Source: an optimization exercise on an open RTL-to-GDS flow (aim: small area, a short achievable clock period and few clock cycles per item). Production flows keep margins and buffers that such runs may drop.
At most, simulation tests tie the RTL to the original design; equivalence was not proved.
Power is estimated from default activity; no workload was simulated.

== the reference run ==
// ble_tx
module ble_tx (
    input  wire       clk,
    input  wire       rst,
    input  wire       start_valid,
    output wire       start_ready,
    input  wire [5:0] start_channel,
    input  wire [1:0] start_phy,
    input  wire [4:0] start_plen,
    input  wire       in_valid,
    output wire       in_ready,
    input  wire [7:0] in_data,
    output reg        out_valid,
    input  wire       out_ready,
    output reg  [7:0] out_data,
    output reg        out_last
);
export LEC_CHECK = 0
export CAP_MARGIN = 20
export CORE_MARGIN = 2
export CORE_UTILIZATION = 40
export CTS_BUF_LIST = sky130_fd_sc_hd__clkbuf_16
export CTS_CLUSTER_DIAMETER = 100
export CTS_CLUSTER_SIZE = 24
export PLACE_DENSITY = 0.6
export SETUP_SLACK_MARGIN = 2.7
export SLEW_MARGIN = 20
create_clock -name core_clock -period 5.0 [get_ports {clk}]
standard.sh (not shown) runs the stock make flow with config.mk's settings and CLKGATE_MAP_FILE= SYNTH_SCRIPT=/design/flow/synth_recipe.tcl, a recipe that flattens the netlist after the stock synthesis.
==> flow/flow/run.sh <==
#!/bin/bash
# The standard layout, with real buffers (not delay cells) on the ports.
set -euo pipefail
export BUFFER_PORTS_ARGS="-buffer_cell sky130_fd_sc_hd__buf_2"
bash standard.sh finish > layout.log 2>&1
Modified inputs, the trial run compared to the reference run
- changing CTS_BUF_LIST from sky130_fd_sc_hd__clkbuf_16 to sky130_fd_sc_hd__clkbuf_8
- changing CTS_CLUSTER_SIZE from 24 to 16
- changing CTS_CLUSTER_DIAMETER from 100 to 60
==> flow/flow/run.sh <==
#!/bin/bash
# The standard layout, with real buffers (not delay cells) on the ports.
set -euo pipefail
export BUFFER_PORTS_ARGS="-buffer_cell sky130_fd_sc_hd__buf_4"
bash standard.sh finish > layout.log 2>&1
### Flow results
Share of layout cells above drive strength 1, the reference run and the trial run: higher on the trial run
Per the comparison of the trial run with the reference run, worst setup slack for register-to-register paths picked up an extra 70 ps, maximum frequency picked up an extra 3.1%.
Function was not checked in any run of this note: the RTL went through the layout flow alone.

========
Setup of lane 1:
ble_tx, a different RTL version from the one above (not shown whole).
Size in the first run: ~1200 cells after synthesis.
Settings: LEC_CHECK=0, CAP_MARGIN=20, CORE_MARGIN=2, CORE_UTILIZATION=40, CTS_BUF_LIST=sky130_fd_sc_hd__clkbuf_16, CTS_CLUSTER_DIAMETER=100, CTS_CLUSTER_SIZE=24, PLACE_DENSITY=0.6, SETUP_SLACK_MARGIN=2.85, SLEW_MARGIN=20; clock period 5.0 ns.
==> flow/flow/run.sh <==
#!/bin/bash
# The standard layout, with real buffers (not delay cells) on the ports.
set -euo pipefail
export BUFFER_PORTS_ARGS="-buffer_cell sky130_fd_sc_hd__buf_4"
bash standard.sh finish > layout.log 2>&1
The final layout from lane 1, which completed every stage, passed the timing, design-rule and antenna checks at the end of the flow.
Testbench counts of lane 1, summed over its fixed seeds: cycles 41,279, packets 384.
Input-level comparison between lane 2 and lane 1:
- SETUP_SLACK_MARGIN now 2.7, was 2.85
==> run notes <==
In summary, lane 2 completed successfully, with a layout that passed the timing, design-rule and antenna checks.
Re number of flip-flops and latches: no difference whatsoever between lane 1 and lane 2.
Lane 2: sequential share of layout area higher than lane 1
On lane 2: cell area after layout is 1000 um2 lower than what lane 1 gave.
In the flow results for lane 2 and lane 1, the net switching share of the total power is larger on lane 1.
Sum of met2 wire segment lengths after detailed routing (lane 1 / lane 2): 1.08
Lane 2 vs. lane 1: fmax picked up an extra 3.7 MHz, signed area change from the synthesized netlist to the final layout -6.3 points, non-clock buffer total of the final layout lower, reg2reg setup slack increased by 0.02 ns relative to the old numbers.
Setup slack: lane 2 more than lane 1

========
## the baseline
ble_tx, a different RTL version from the one above (not shown whole).
Size: about 380 flip-flops, ~38 I/O pins, roughly 14,000 sq um of cells after synthesis.
Design ble_tx, start of the top module:
module ble_tx (
    input  wire       clk,
    input  wire       rst,
    input  wire       start_valid,
    output wire       start_ready,
    input  wire [5:0] start_channel,
    input  wire [1:0] start_phy,
    input  wire [4:0] start_plen,
    input  wire       in_valid,
    output wire       in_ready,
    input  wire [7:0] in_data,
    output reg        out_valid,
    input  wire       out_ready,
    output reg  [7:0] out_data,
    output reg        out_last
);
clock: 5.0 ns
lec_check: 0
cap_margin: 20
core_margin: 2
core_utilization: 50
cts_buf_list: sky130_fd_sc_hd__clkbuf_16
cts_cluster_diameter: 100
cts_cluster_size: 24
place_density: 0.65
setup_slack_margin: 2.7
slew_margin: 20
Scripts as last shown in full above: flow/flow/run.sh
The baseline went all the way through synthesis, placement and routing and the layout is clean on timing, DRC and antenna.
Testbench counts of the baseline, summed over its fixed seeds: cycles 42,368, packets 384.
[inputs] the candidate vs the baseline
# the baseline
export LEC_CHECK = 0
export CAP_MARGIN = 20
export CORE_MARGIN = 2
export CORE_UTILIZATION = 50
export CTS_BUF_LIST = sky130_fd_sc_hd__clkbuf_16
export CTS_CLUSTER_DIAMETER = 100
export CTS_CLUSTER_SIZE = 24
export PLACE_DENSITY = 0.65
export SETUP_SLACK_MARGIN = 2.7
export SLEW_MARGIN = 20
create_clock -name core_clock -period 5.0 [get_ports {clk}]
# the candidate
export LEC_CHECK = 0
export CAP_MARGIN = 20
export CORE_MARGIN = 2
export CORE_UTILIZATION = 40
export CTS_BUF_LIST = sky130_fd_sc_hd__clkbuf_16
export CTS_CLUSTER_DIAMETER = 100
export CTS_CLUSTER_SIZE = 24
export PLACE_DENSITY = 0.55
export SETUP_SLACK_MARGIN = 2.75
export SLEW_MARGIN = 20
export TNS_END_PERCENT = 0
create_clock -name core_clock -period 5.0 [get_ports {clk}]
--- outcome ---
- | final instance area | the baseline vs the candidate | ≈ equal |
- Diff the baseline -> the candidate: number of synthesized flops with an enable pin barely changed, clock power barely changed.
- Number of ordinary and repair buffers in the finished layout (the candidate over the baseline): increase, 11%
- The candidate vs the baseline — stage delay of the slowest cell on the critical path dropped 0.04 ns.

========
Setup of v18:
ble_tx again, from the RTL that the note above started with.
==> flow/config.mk <==
export PLATFORM = sky130hd
export DESIGN_NAME = ble_tx
export DESIGN_NICKNAME = ble_tx
export VERILOG_FILES = /design/flow/design.v
export SDC_FILE = /design/flow/constraint.sdc
export NUM_CORES = 4
export LEC_CHECK = 0
export CAP_MARGIN = 20
export CORE_MARGIN = 2
export CORE_UTILIZATION = 40
export CTS_BUF_LIST = sky130_fd_sc_hd__clkbuf_16
export CTS_CLUSTER_DIAMETER = 100
export CTS_CLUSTER_SIZE = 24
export PLACE_DENSITY = 0.6
export SETUP_SLACK_MARGIN = 2.7
export SLEW_MARGIN = 20
export TNS_END_PERCENT = 0
==> flow/constraint.sdc <==
create_clock -name core_clock -period 5.0 [get_ports {clk}]
set_input_delay 1.0000 -clock core_clock [delete_from_list [all_inputs] [get_ports {clk}]]
set_output_delay 1.0000 -clock core_clock [all_outputs]
set_load 0.01 [all_outputs]
==> flow/flow/run.sh <==
#!/bin/bash
# The standard layout, with real buffers (not delay cells) on the ports.
set -euo pipefail
export BUFFER_PORTS_ARGS="-buffer_cell sky130_fd_sc_hd__buf_2"
bash standard.sh finish > layout.log 2>&1
Testbench counts of v18, summed over its fixed seeds: cycles 42,368, packets 384.
The following lists how v40 was set up differently from v18:
==> flow/flow/run.sh <==
#!/bin/bash
# The standard layout, with real buffers (not delay cells) on the ports.
set -euo pipefail
export BUFFER_PORTS_ARGS="-buffer_cell sky130_fd_sc_hd__buf_4"
bash standard.sh finish > layout.log 2>&1
==> run notes <==
The first-iteration DRC count of v40 falls short of that of v18 by 69. Comparing v40 and v18, the higher number of ordinary inverters in the final layout was measured on v18. Row number of buffers and inverters on the critical path: v40 higher / v18 lower. Comparing v40 and v18, the higher clock buffer instance count of the final layout was measured on v18. Fraction of power spent switching nets: v18 vs v40 — no meaningful difference. Lower detail-routed net length per standard cell goes to v40 over v18. The register-to-register slack on v40 is in line with that on v18. v18 → v40: global-route met2 utilization comparable; length of routed met2 wiring comparable; combinational power comparable; non-clock buffer area fraction after layout now larger. v40: full flow OK, the timing, design-rule and antenna checks passed.
diff inputs: v40 => v3
- changing CORE_UTILIZATION from 40 to 35
- changing SETUP_SLACK_MARGIN from 2.7 to 2.75
- Pin count of the biggest net entering global routing: v3 and v40 compared, higher one is v40
- Changes observed in v3 relative to v40: non-filler instance count after layout moved up, met1 global-route usage fell 3.4 points, post-route total power rose 130 uW, total placed cells including tap cells rose by 4.0%.
- Between v40 and v3, the flow reports number of placement rows increasing by a little under 10%.
- Internal power component in v3 vs v40: up about 1.2%
- Diff v40 -> v3 | fraction of final layout cells sized beyond drive strength 1 | increase of 1.2 points
Changes in v1 relative to v3:
- CORE_UTILIZATION now 40, was 35
Notes after the runs:
The half-perimeter wire length of the detailed placement result of v1 falls short of that of v3 by 0.95%. v3 has lower global-route met3 utilization than v1. Against v3, v1 reports a synthesis-to-finish area growth that is lower.
Changes in v56 relative to v1:
- clearing TNS_END_PERCENT, which used to be 0
- swapping 2.75 for 2.7 in SETUP_SLACK_MARGIN
- swapping 24 for 30 in CTS_CLUSTER_SIZE
[summary]
| utilization | v1 vs v56 | ≈ equal |
On combinational logic power, v1 tracks v56 almost exactly.
On part of the total power dissipated in combinational logic: between v56 and v1, it ends up higher for v56.
Count of routing violations after the opening detailed-route iteration: higher on v56

========
Starting RTL as in the previous note.
==> flow/design.v (excerpt) <==
module ble_tx (
    input  wire       clk,
    input  wire       rst,
    input  wire       start_valid,
    output wire       start_ready,
    input  wire [5:0] start_channel,
    input  wire [1:0] start_phy,
    input  wire [4:0] start_plen,
    input  wire       in_valid,
    output wire       in_ready,
    input  wire [7:0] in_data,
    output reg        out_valid,
    input  wire       out_ready,
    output reg  [7:0] out_data,
    output reg        out_last
);
    localparam [23:0] CRC_POLY = 24'h00065B;
    function [7:0] rev8(input [7:0] x);
        integer b;
        begin
            for (b = 0; b < 8; b = b + 1)
                rev8[b] = x[7-b];
        end
    endfunction
    function [23:0] crc8(input [23:0] c, input [7:0] d);
        integer b;
        reg [23:0] r;
        begin
            r = c;
            for (b = 7; b >= 0; b = b - 1)
                r = {r[22:0], 1'b0} ^ ((r[23] ^ d[b]) ? CRC_POLY : 24'd0);
            crc8 = r;
        end
    endfunction
    function [7:0] wbyte(input [6:0] l);
        integer b;
        reg [6:0] s;
        begin
            s = l;
            for (b = 7; b >= 0; b = b - 1) begin
                wbyte[b] = s[6];
                s = {s[5:0], s[6]} ^ (s[6] ? 7'h10 : 7'h00);
            end
        end
    endfunction
  ...
export LEC_CHECK = 0
export CAP_MARGIN = 20
export CORE_MARGIN = 2
export CORE_UTILIZATION = 40
export CTS_BUF_LIST = sky130_fd_sc_hd__clkbuf_16
export CTS_CLUSTER_DIAMETER = 100
export CTS_CLUSTER_SIZE = 24
export PLACE_DENSITY = 0.6
export SETUP_SLACK_MARGIN = 2.7
export SLEW_MARGIN = 20
export TNS_END_PERCENT = 20
create_clock -name core_clock -period 5.0 [get_ports {clk}]
==> flow/flow/run.sh <==
#!/bin/bash
# The standard layout, with real buffers (not delay cells) on the ports.
set -euo pipefail
export BUFFER_PORTS_ARGS="-buffer_cell sky130_fd_sc_hd__buf_4"
bash standard.sh finish > layout.log 2>&1
Testbench counts at the start, summed over its fixed seeds: cycles 42,368, packets 384.
Edit:
--- a/flow/config.mk
+++ b/flow/config.mk
@@ -15 +15 @@
-export SETUP_SLACK_MARGIN = 2.7
+export SETUP_SLACK_MARGIN = 2.8
@@ -17 +17 @@
-export TNS_END_PERCENT = 20
+export TNS_END_PERCENT = 0
Result: Non-clock buffer count came out higher by 1. Final cell count stays the same. Register-to-register slack gets better by 0.03 ns. Cell area is unchanged. Sequential share of layout area hardly moves.

========
run a:
Another version of the RTL of ble_tx (not shown whole).
For scale: about 1,300 cells after synthesis, about 380 flip-flops, roughly 14,000 sq um of cells after synthesis.
clock: 5.0 ns
lec_check: 0
cap_margin: 20
core_margin: 2
core_utilization: 40
cts_buf_list: sky130_fd_sc_hd__clkbuf_16
cts_cluster_diameter: 100
cts_cluster_size: 24
place_density: 0.6
setup_slack_margin: 2.75
slew_margin: 20
tns_end_percent: 0
Scripts as last shown in full above: flow/flow/run.sh
Run a: flow completed, timing, DRC and antenna clean
Edits applied to the flow inputs when going from run a to run b:
Settings: TNS_END_PERCENT no longer set, was 0; SETUP_SLACK_MARGIN now 2.7, was 2.75.
Wire length of the first global-routing pass (higher): run b
Compared with run a, run b shows cell depth of the worst setup path lower by 1.
Number of cells produced by synthesis came out exactly the same in run a and run b.
The part of the power in the clock network of run b and that of run a are within noise of each other.
Compared to run a, the routing of run b uses less wire.
Worst reg2reg path depth: run b vs run a down 1
Reported for run a and run b, total CTS buffers turned out identical to the last digit.
[compare] base=run a new=run b: area occupied by multi-input gates dropped about 0.7%; combinational share of power barely changed; number of cells in the finished layout apart from fillers barely changed; layout overhead on the synthesized area dropped 0.26 points.
Function was not checked in any run of this note: the RTL went through the layout flow alone.

========
xenon:
ble_tx, a different RTL version from the one above (not shown whole).
Size in the first run: about 1,200 cells after synthesis, about 380 flip-flops, ~38 I/O pins.
clock: 5.0 ns
lec_check: 0
cap_margin: 20
core_margin: 2
core_utilization: 60
cts_buf_list: sky130_fd_sc_hd__clkbuf_16
cts_cluster_diameter: 100
cts_cluster_size: 30
place_density: 0.75
setup_slack_margin: 2.5
slew_margin: 20
run.sh (not shown) runs the stock make flow with config.mk's settings and CLKGATE_MAP_FILE= SYNTH_SCRIPT=/design/flow/synth_recipe.tcl, a recipe that flattens the netlist after the stock synthesis.
Stock flow here: none of the scripts above is used.
> inputs changed (xenon -> garnet)
==> flow/config.mk <==
export PLATFORM = sky130hd
export DESIGN_NAME = ble_tx
export DESIGN_NICKNAME = ble_tx
export VERILOG_FILES = /design/flow/design.v
export SDC_FILE = /design/flow/constraint.sdc
export NUM_CORES = 4
export LEC_CHECK = 0
export CAP_MARGIN = 20
export CORE_MARGIN = 2
export CORE_UTILIZATION = 40
export CTS_BUF_LIST = sky130_fd_sc_hd__clkbuf_16
export CTS_CLUSTER_DIAMETER = 100
export CTS_CLUSTER_SIZE = 30
export PLACE_DENSITY = 0.6
export SETUP_SLACK_MARGIN = 2.75
export SLEW_MARGIN = 20
Findings:
- garnet ended with more wire length than xenon.
- Launch point of the critical path: rslot[0]$_DFFE_PP_ -> garnet, wslot[0]$_SDFFCE_PP0P_ -> xenon
- Sort garnet and xenon by transition time at the pin with the least slew margin, ascending, and garnet comes first.
- In garnet, the total power came out 0.29 mW above the value in xenon.
No run of this note included a check of the RTL's function; only the layout flow was run.

========
## oak
ble_tx with an RTL version that a note above also has.
For scale: about 1300 cells after synthesis, roughly 380 flip-flops, ~38 I/O pins, roughly 0.014 sq mm of cells after synthesis.
Settings: LEC_CHECK=0, CAP_MARGIN=20, CORE_MARGIN=2, CORE_UTILIZATION=40, CTS_BUF_LIST=sky130_fd_sc_hd__clkbuf_16, CTS_CLUSTER_DIAMETER=100, CTS_CLUSTER_SIZE=24, PLACE_DENSITY=0.6, SETUP_SLACK_MARGIN=2.9, SLEW_MARGIN=20, TNS_END_PERCENT=0; clock period 5.0 ns.
standard.sh (not shown) runs the stock make flow with config.mk's settings and CLKGATE_MAP_FILE= SYNTH_SCRIPT=/design/flow/synth_recipe.tcl, a recipe that flattens the netlist after the stock synthesis.
Scripts as last shown in full above: flow/flow/run.sh
Testbench counts of oak, summed over its fixed seeds: cycles 42,368, packets 384.
[inputs] pine vs oak
- SETUP_SLACK_MARGIN: 2.9 -> 2.7
- TNS_END_PERCENT: 0 -> unset
- A end point of the critical path of rb[5] is what pine shows, while rb[7] belongs to oak.
- Going from oak to pine, switching share of power rose by 0.16 points; pin count of the biggest net entering global routing increased 7.5%; worst relative slew slack dropped 9.7 points; via total after detailed routing dropped 102.
- Lower wire length goes to pine over oak.
- When pine is measured against oak, its time the final worst path needs with I/O delays and setup turns out 0.021 ns lower.
- Changes observed in pine relative to oak: total power fell 400 uW, global-route wire length before repair fell 4.4%, clock group share of total power about even.

## static timing again, ports no longer ideal
In the flow no input, the clock included, has a driving cell. The finished layouts below were timed again as built, in two steps. Step 1 (the two cells are an assumption about what drives the block):
set clk [get_ports {clk}]
set_driving_cell -lib_cell sky130_fd_sc_hd__clkbuf_16 $clk
set_driving_cell -lib_cell sky130_fd_sc_hd__buf_2 [delete_from_list [all_inputs] $clk]
Step 2 adds t to the input delays and takes it off the output delays; t is the mean of the earliest and latest rising clock arrival at the registers after step 1. Input paths then give back, and output paths get back, about the clock's delay inside the block. Three values: no drivers, after step 1, after step 2; two values: the first two.
run | t, ns | slack for setup (ns) | clock arrival spread, ns | slew at the worst register clock pin (ns)
the reference run | 0.574 | 2.722 / 2.722 / 2.287 | 0.031 / 0.032 | 0.12 / 0.12
the trial run | 0.679 | 2.790 / 2.741 / 2.235 | 0.020 / 0.020 | 0.11 / 0.11
lane 1 | 0.582 | 2.726 / 2.726 / 2.235 | 0.030 / 0.030 | 0.10 / 0.10
lane 2 | 0.579 | 2.745 / 2.705 / 2.212 | 0.027 / 0.028 | 0.11 / 0.11
the baseline | 0.567 | 2.685 / 2.685 / 2.213 | 0.025 / 0.025 | 0.11 / 0.11
the candidate | 0.570 | 2.693 / 2.693 / 2.173 | 0.025 / 0.026 | 0.10 / 0.10
v18 | 0.580 | 2.718 / 2.718 / 2.195 | 0.030 / 0.030 | 0.11 / 0.11
v40 | 0.578 | 2.731 / 2.731 / 2.210 | 0.037 / 0.037 | 0.11 / 0.11
v3 | 0.580 | 2.689 / 2.689 / 2.268 | 0.024 / 0.024 | 0.10 / 0.10
v1 | 0.580 | 2.780 / 2.780 / 2.252 | 0.036 / 0.036 | 0.11 / 0.11
v56 | 0.565 | 2.721 / 2.721 / 2.259 | 0.029 / 0.030 | 0.11 / 0.11
the first run of note 5 | 0.591 | 2.703 / 2.703 / 2.191 | 0.025 / 0.025 | 0.11 / 0.11
the second run of note 5 | 0.582 | 2.737 / 2.737 / 2.253 | 0.040 / 0.040 | 0.11 / 0.11
run a | 0.573 | 2.705 / 2.705 / 2.259 | 0.019 / 0.019 | 0.11 / 0.11
run b | 0.570 | 2.759 / 2.759 / 2.261 | 0.018 / 0.018 | 0.11 / 0.11
xenon | 0.579 | 2.505 / 2.505 / 2.305 | 0.032 / 0.033 | 0.12 / 0.12
garnet | 0.599 | 2.551 / 2.551 / 2.325 | 0.033 / 0.034 | 0.12 / 0.12
oak | 0.583 | 2.729 / 2.729 / 2.329 | 0.039 / 0.039 | 0.10 / 0.10
pine | 0.574 | 2.749 / 2.749 / 2.251 | 0.024 / 0.025 | 0.10 / 0.10
After both steps setup and hold are still met in every run listed. For the trial run, which loses most, drivers alone change the setup slack by -0.049 ns; drivers and shift together by -0.555 ns.
